Source: an optimization exercise on an open RTL-to-GDS flow (aim: small area, a short achievable clock period and few clock cycles per item). Production flows keep margins and buffers that such runs may drop.
Function was checked by simulation only, so behaviour that the tests miss may differ from the original.
No activity file was given, so power comes from the tool's default toggle rates.

try-harbor:
==> flow/design.v (excerpt) <==
module filtcore (
    input  wire        clk,
    input  wire        rst,
    input  wire        cmd_valid,
    output wire        cmd_ready,
    input  wire [31:0] cmd_word,
    output wire        rsp_valid,
    input  wire        rsp_ready,
    output wire [31:0] rsp_word,
    output wire [1:0]  err_sticky
);
Settings: LEC_CHECK=0, ABC_AREA=1, CAP_MARGIN=20, CORE_MARGIN=2, CORE_UTILIZATION=70, PLACE_DENSITY=0.8, SLEW_MARGIN=20; clock period 14.0 ns.
standard.sh (not shown) runs the stock make flow with config.mk's settings and CLKGATE_MAP_FILE= SYNTH_SCRIPT=/design/flow/synth_recipe.tcl, a recipe that flattens the netlist after the stock synthesis.
==> flow/flow/run.sh <==
#!/bin/bash
set -euo pipefail
bash standard.sh SYNTH_ARGS=-noabc SETUP_SLACK_MARGIN=7.6 finish > standard.log 2>&1
Testbench counts of try-harbor, summed over its fixed seeds: cycles 16,024, items 16,000.
Inputs modified between try-harbor and try-garnet:
# try-harbor
export LEC_CHECK = 0
export ABC_AREA = 1
export CAP_MARGIN = 20
export CORE_MARGIN = 2
export CORE_UTILIZATION = 70
export PLACE_DENSITY = 0.8
export SLEW_MARGIN = 20
create_clock -name core_clock -period 14.0 [get_ports {clk}]
# try-garnet
export LEC_CHECK = 0
export ABC_AREA = 1
export CAP_MARGIN = 20
export CORE_MARGIN = 2
export CORE_UTILIZATION = 60
export PLACE_DENSITY = 0.7
export SLEW_MARGIN = 20
create_clock -name core_clock -period 14.0 [get_ports {clk}]
==> flow/flow/run.sh <==
#!/bin/bash
set -euo pipefail
bash standard.sh SYNTH_ARGS=-noabc SETUP_SLACK_MARGIN=7.9 finish > standard.log 2>&1
Findings:
try-harbor finished every stage and its layout cleared the timing, DRC and antenna checks.
try-garnet did not stop at any stage, and its layout met the timing, DRC and antenna checks.
Re fraction of power consumed by combinational cells: try-harbor was lower than try-garnet.
Post-route total power (try-harbor / try-garnet): 0.932
Higher multi-input combinational cell area goes to try-garnet over try-harbor.
[diff] via count, try-garnet relative to try-harbor: improvement
Any difference in number of library cell types mapped by synthesis between try-harbor and try-garnet is small enough to ignore.
On try-garnet: cell area is 4.7% higher than what try-harbor gave.
Changes in try-amber relative to try-garnet:
==> flow/flow/run.sh <==
#!/bin/bash
set -euo pipefail
bash standard.sh SYNTH_ARGS=-noabc SETUP_SLACK_MARGIN=7.6 finish > standard.log 2>&1
[summary]
Met3 global-route usage: try-garnet and try-amber compared, lower one is try-garnet. try-amber: power 420 µW below try-garnet. Slack of the worst reg-to-reg path came out lower on try-amber than on try-garnet. try-garnet -> try-amber: worst hold slack flat.
Input-level comparison between try-nickel and try-amber:
# try-amber
export LEC_CHECK = 0
export ABC_AREA = 1
export CAP_MARGIN = 20
export CORE_MARGIN = 2
export CORE_UTILIZATION = 60
export PLACE_DENSITY = 0.7
export SLEW_MARGIN = 20
create_clock -name core_clock -period 14.0 [get_ports {clk}]
# try-nickel
export LEC_CHECK = 0
export ABC_AREA = 1
export CAP_MARGIN = 20
export CORE_MARGIN = 2
export CORE_UTILIZATION = 60
export GPL_TIMING_DRIVEN = 0
export PLACE_DENSITY = 0.7
export SLEW_MARGIN = 20
create_clock -name core_clock -period 14.0 [get_ports {clk}]
==> flow/flow/run.sh <==
#!/bin/bash
set -euo pipefail
bash standard.sh SYNTH_ARGS=-noabc 'BUFFER_PORTS_ARGS=-buffer_cell sky130_fd_sc_hd__buf_1' \
    SETUP_SLACK_MARGIN=7.6 finish > standard.log 2>&1
Notes after the runs:
Number of buffers added on ports, try-nickel vs try-amber: down slightly
Met2 layer wire length in the routed design: try-nickel and try-amber compared, higher one is try-nickel
Wire length of the first global-routing pass deteriorates in try-nickel relative to try-amber.
try-nickel vs try-amber, critical-path cell with the highest stage delay: sky130_fd_sc_hd__buf_2 vs sky130_fd_sc_hd__fa_1
#### Input delta (try-willow over try-nickel)
# try-nickel
export LEC_CHECK = 0
export ABC_AREA = 1
export CAP_MARGIN = 20
export CORE_MARGIN = 2
export CORE_UTILIZATION = 60
export GPL_TIMING_DRIVEN = 0
export PLACE_DENSITY = 0.7
export SLEW_MARGIN = 20
create_clock -name core_clock -period 14.0 [get_ports {clk}]
# try-willow
export LEC_CHECK = 0
export ABC_AREA = 1
export CAP_MARGIN = 20
export CORE_MARGIN = 2
export CORE_UTILIZATION = 60
export CTS_BUF_LIST = sky130_fd_sc_hd__clkbuf_8 sky130_fd_sc_hd__clkbuf_16
export PLACE_DENSITY = 0.7
export SLEW_MARGIN = 20
create_clock -name core_clock -period 14.0 [get_ports {clk}]
--- outcome ---
- In try-willow, average via count per standard cell is higher than in try-nickel.
- Across both runs, number of global-route vias before repair was lower for try-willow than for try-nickel.
- On power attributed to the clock group, try-willow does worse than try-nickel.
- try-willow ended up with a lower buffer share of cell area than try-nickel did.
- Total leakage power sits lower in try-willow than in try-nickel.
- try-nickel vs try-willow, cell with the biggest individual delay on the critical path: sky130_fd_sc_hd__buf_2 vs sky130_fd_sc_hd__fa_1

========
the baseline:
Starting RTL as in the previous note.
clock: 14.0 ns
lec_check: 0
abc_area: 1
cap_margin: 20
core_margin: 2
core_utilization: 60
place_density: 0.7
slew_margin: 20
==> flow/flow/run.sh <==
#!/bin/bash
set -euo pipefail
bash standard.sh SYNTH_ARGS=-noabc 'BUFFER_PORTS_ARGS=-buffer_cell sky130_fd_sc_hd__buf_1' \
    SETUP_SLACK_MARGIN=7.6 finish > standard.log 2>&1
Per the final summary, the baseline finished and its layout is clean on timing, DRC and antenna.
Testbench counts of the baseline, summed over its fixed seeds: cycles 16,024, items 16,000.
### the baseline -> the candidate
- putting CTS_BUF_LIST at sky130_fd_sc_hd__clkbuf_8 where nothing was set
==> notes.md <==
Routed wire length delta (the candidate -> the baseline): insignificant
Comparing the baseline and the candidate, total number of vias is higher on the baseline.
[compare] base=the baseline new=the candidate: routed length per instance went up by about 0.4%, global router's overall resource usage was more or less identical, wire length of the first global-routing pass neither gained nor lost much, clock network power share now sits lower.
Worst setup slack improves in the candidate relative to the baseline.

========
== Q ==
Another version of the RTL of filtcore (not shown whole).
For scale: ~190 flip-flops, ~0.023 mm^2 of cells after synthesis.
Settings: LEC_CHECK=0, CAP_MARGIN=20, CORE_MARGIN=2, CORE_UTILIZATION=60, PLACE_DENSITY=0.7, SLEW_MARGIN=20; clock period 14.0 ns.
==> flow/flow/run.sh <==
#!/bin/bash
set -euo pipefail
bash standard.sh ADDER_MAP_FILE= SETUP_SLACK_MARGIN=7.5 finish > standard.log 2>&1
Testbench counts of Q, summed over its fixed seeds: cycles 16,024, items 16,000.
Setup changes, Q to R
# Q
export LEC_CHECK = 0
export CAP_MARGIN = 20
export CORE_MARGIN = 2
export CORE_UTILIZATION = 60
export PLACE_DENSITY = 0.7
export SLEW_MARGIN = 20
create_clock -name core_clock -period 14.0 [get_ports {clk}]
# R
export LEC_CHECK = 0
export ABC_AREA = 1
export CAP_MARGIN = 20
export CORE_MARGIN = 2
export CORE_UTILIZATION = 60
export PLACE_DENSITY = 0.7
export SLEW_MARGIN = 20
create_clock -name core_clock -period 14.0 [get_ports {clk}]
==> flow/flow/run.sh <==
#!/bin/bash
set -euo pipefail
bash standard.sh SETUP_SLACK_MARGIN=7.6 finish > standard.log 2>&1
==> notes.md <==
R: share of power burned in the clock network is 1.0 points lower than what Q reported.
Summary of R over Q: static leakage moved up, chip height moved down.
Of Q and R, the higher global-route usage belongs to Q.
Leading cell type in the layout, fill and taps excluded = sky130_fd_sc_hd__nand2_1: R; leading cell type in the layout, fill and taps excluded = sky130_fd_sc_hd__nor2_1: Q
R closes out successfully: all stages finished, all timing, DRC and antenna checks passed.
Measured against each other, Q and R differ in biggest fanout along the worst timing path, the higher figure coming from Q.
Compared with Q, R shows part of the power in combinational logic higher by 2.4 points.
The pin count of the biggest net entering global routing of R falls short of that of Q by 2.
Max number of nets in the layout across Q and R: R
Looking at cell with the largest stage delay on the worst path, the sky130_fd_sc_hd__clkdlybuf4s15_1 result is from R; the sky130_fd_sc_hd__xnor3_1 one comes from Q.
Summary of R over Q: area of the core shrank by 6.0%, overall power of the completed layout up 8.1%.

========
RTL: one of the versions met above, not the one the previous note started from.
Size in the first run: about 2700 cells after synthesis, roughly 190 flip-flops, about 72 I/O pins, roughly 21000 µm² of cells after synthesis.
==> flow/config.mk <==
export PLATFORM = sky130hd
export DESIGN_NAME = filtcore
export DESIGN_NICKNAME = filtcore
export VERILOG_FILES = /design/flow/design.v
export SDC_FILE = /design/flow/constraint.sdc
export NUM_CORES = 4
export LEC_CHECK = 0
export ABC_AREA = 1
export CAP_MARGIN = 20
export CORE_MARGIN = 2
export CORE_UTILIZATION = 60
export PLACE_DENSITY = 0.7
export SLEW_MARGIN = 20
export TNS_END_PERCENT = 5
==> flow/constraint.sdc <==
create_clock -name core_clock -period 14.0 [get_ports {clk}]
set_input_delay 2.8000 -clock core_clock [delete_from_list [all_inputs] [get_ports {clk}]]
set_output_delay 2.8000 -clock core_clock [all_outputs]
set_load 0.01 [all_outputs]
==> flow/flow/run.sh <==
#!/bin/bash
set -euo pipefail
bash standard.sh SYNTH_ARGS=-noabc 'BUFFER_PORTS_ARGS=-buffer_cell sky130_fd_sc_hd__buf_1' \
    SETUP_SLACK_MARGIN=7.6 finish > standard.log 2>&1
The baseline finished clean.
Testbench counts at the start, summed over its fixed seeds: cycles 16,024, items 16,000.
Then changed:
==> flow/flow/run.sh (replaced) <==
#!/bin/bash
set -euo pipefail
bash standard.sh SYNTH_ARGS=-noabc 'BUFFER_PORTS_ARGS=-buffer_cell sky130_fd_sc_hd__buf_1' \
    SETUP_SLACK_MARGIN=7.45 finish > standard.log 2>&1
--- a/flow/config.mk
+++ b/flow/config.mk
@@ -12,3 +12,2 @@
 export PLACE_DENSITY = 0.7
 export SLEW_MARGIN = 20
-export TNS_END_PERCENT = 5
=> Via count decreases slightly; synthesized area does not change; total power decreases by a few percent; clock-buffer cell count does not change; non-clock buffer count decreases by 15; die area stays the same; final area decreases slightly; core utilization decreases by 0.66 points; worst hold slack stays flat; flip-flop and latch count is unchanged; critical path depth stays the same.
Then changed:
==> flow/flow/run.sh (replaced) <==
#!/bin/bash
set -euo pipefail
bash standard.sh SETUP_SLACK_MARGIN=7.6 finish > standard.log 2>&1
Outcome: Register-to-register slack gains 50 ps; total power went up by 10%; routed wire length went up by 3.9%; die area went up by 1.4%; first-iteration DRC count went down by 4.9%; clock-buffer cell count went down by 3; clock skew went up by 9.9 ps; fmax went up by 2.1%; global-route usage went down by 0.50 points; clock power went down by 8.7%.

## static timing again, ports no longer ideal
No port has a modelled driver above. Below, the same layouts with a new extraction and two added sets of constraints. Step 1, drivers: a clkbuf_16 drives clk and a buf_2 each remaining input, both assumed. Step 2 adds t to the input delays and takes it off the output delays; t is the mean of the earliest and latest rising clock arrival at the registers after step 1. Input paths then give back, and output paths get back, about the clock's delay inside the block. a / b / c = no drivers / after step 1 / after step 2; a / b = the first two.
| run | shift t [ns] | slack for setup (ns) | slew at the worst register clock pin (ns) |
|---|---|---|---|
| try-harbor | 0.516 | 7.578 / 7.578 / 7.456 | 0.09 / 0.09 |
| try-garnet | 0.512 | 7.874 / 7.874 / 7.682 | 0.08 / 0.08 |
| try-amber | 0.496 | 7.763 / 7.763 / 7.547 | 0.09 / 0.09 |
| try-nickel | 0.521 | 7.701 / 7.658 / 7.658 | 0.09 / 0.09 |
| try-willow | 0.507 | 7.746 / 7.746 / 7.697 | 0.08 / 0.08 |
| the baseline | 0.507 | 7.746 / 7.746 / 7.697 | 0.08 / 0.08 |
| the candidate | 0.555 | 7.787 / 7.783 / 7.715 | 0.12 / 0.12 |
| Q | 0.489 | 7.455 / 7.455 / 7.455 | 0.09 / 0.09 |
| R | 0.504 | 7.659 / 7.637 / 7.637 | 0.09 / 0.09 |
| the first run of note 4 | 0.504 | 7.611 / 7.587 / 7.587 | 0.08 / 0.08 |
| the second run of note 4 | 0.506 | 7.562 / 7.539 / 7.539 | 0.08 / 0.08 |
| the third run of note 4 | 0.496 | 7.694 / 7.694 / 7.465 | 0.09 / 0.09 |
After both steps every run listed still meets setup and hold. The setup slack of the third run of note 4, which loses most, moves by 0.000 ns with the drivers and by -0.229 ns with both steps.
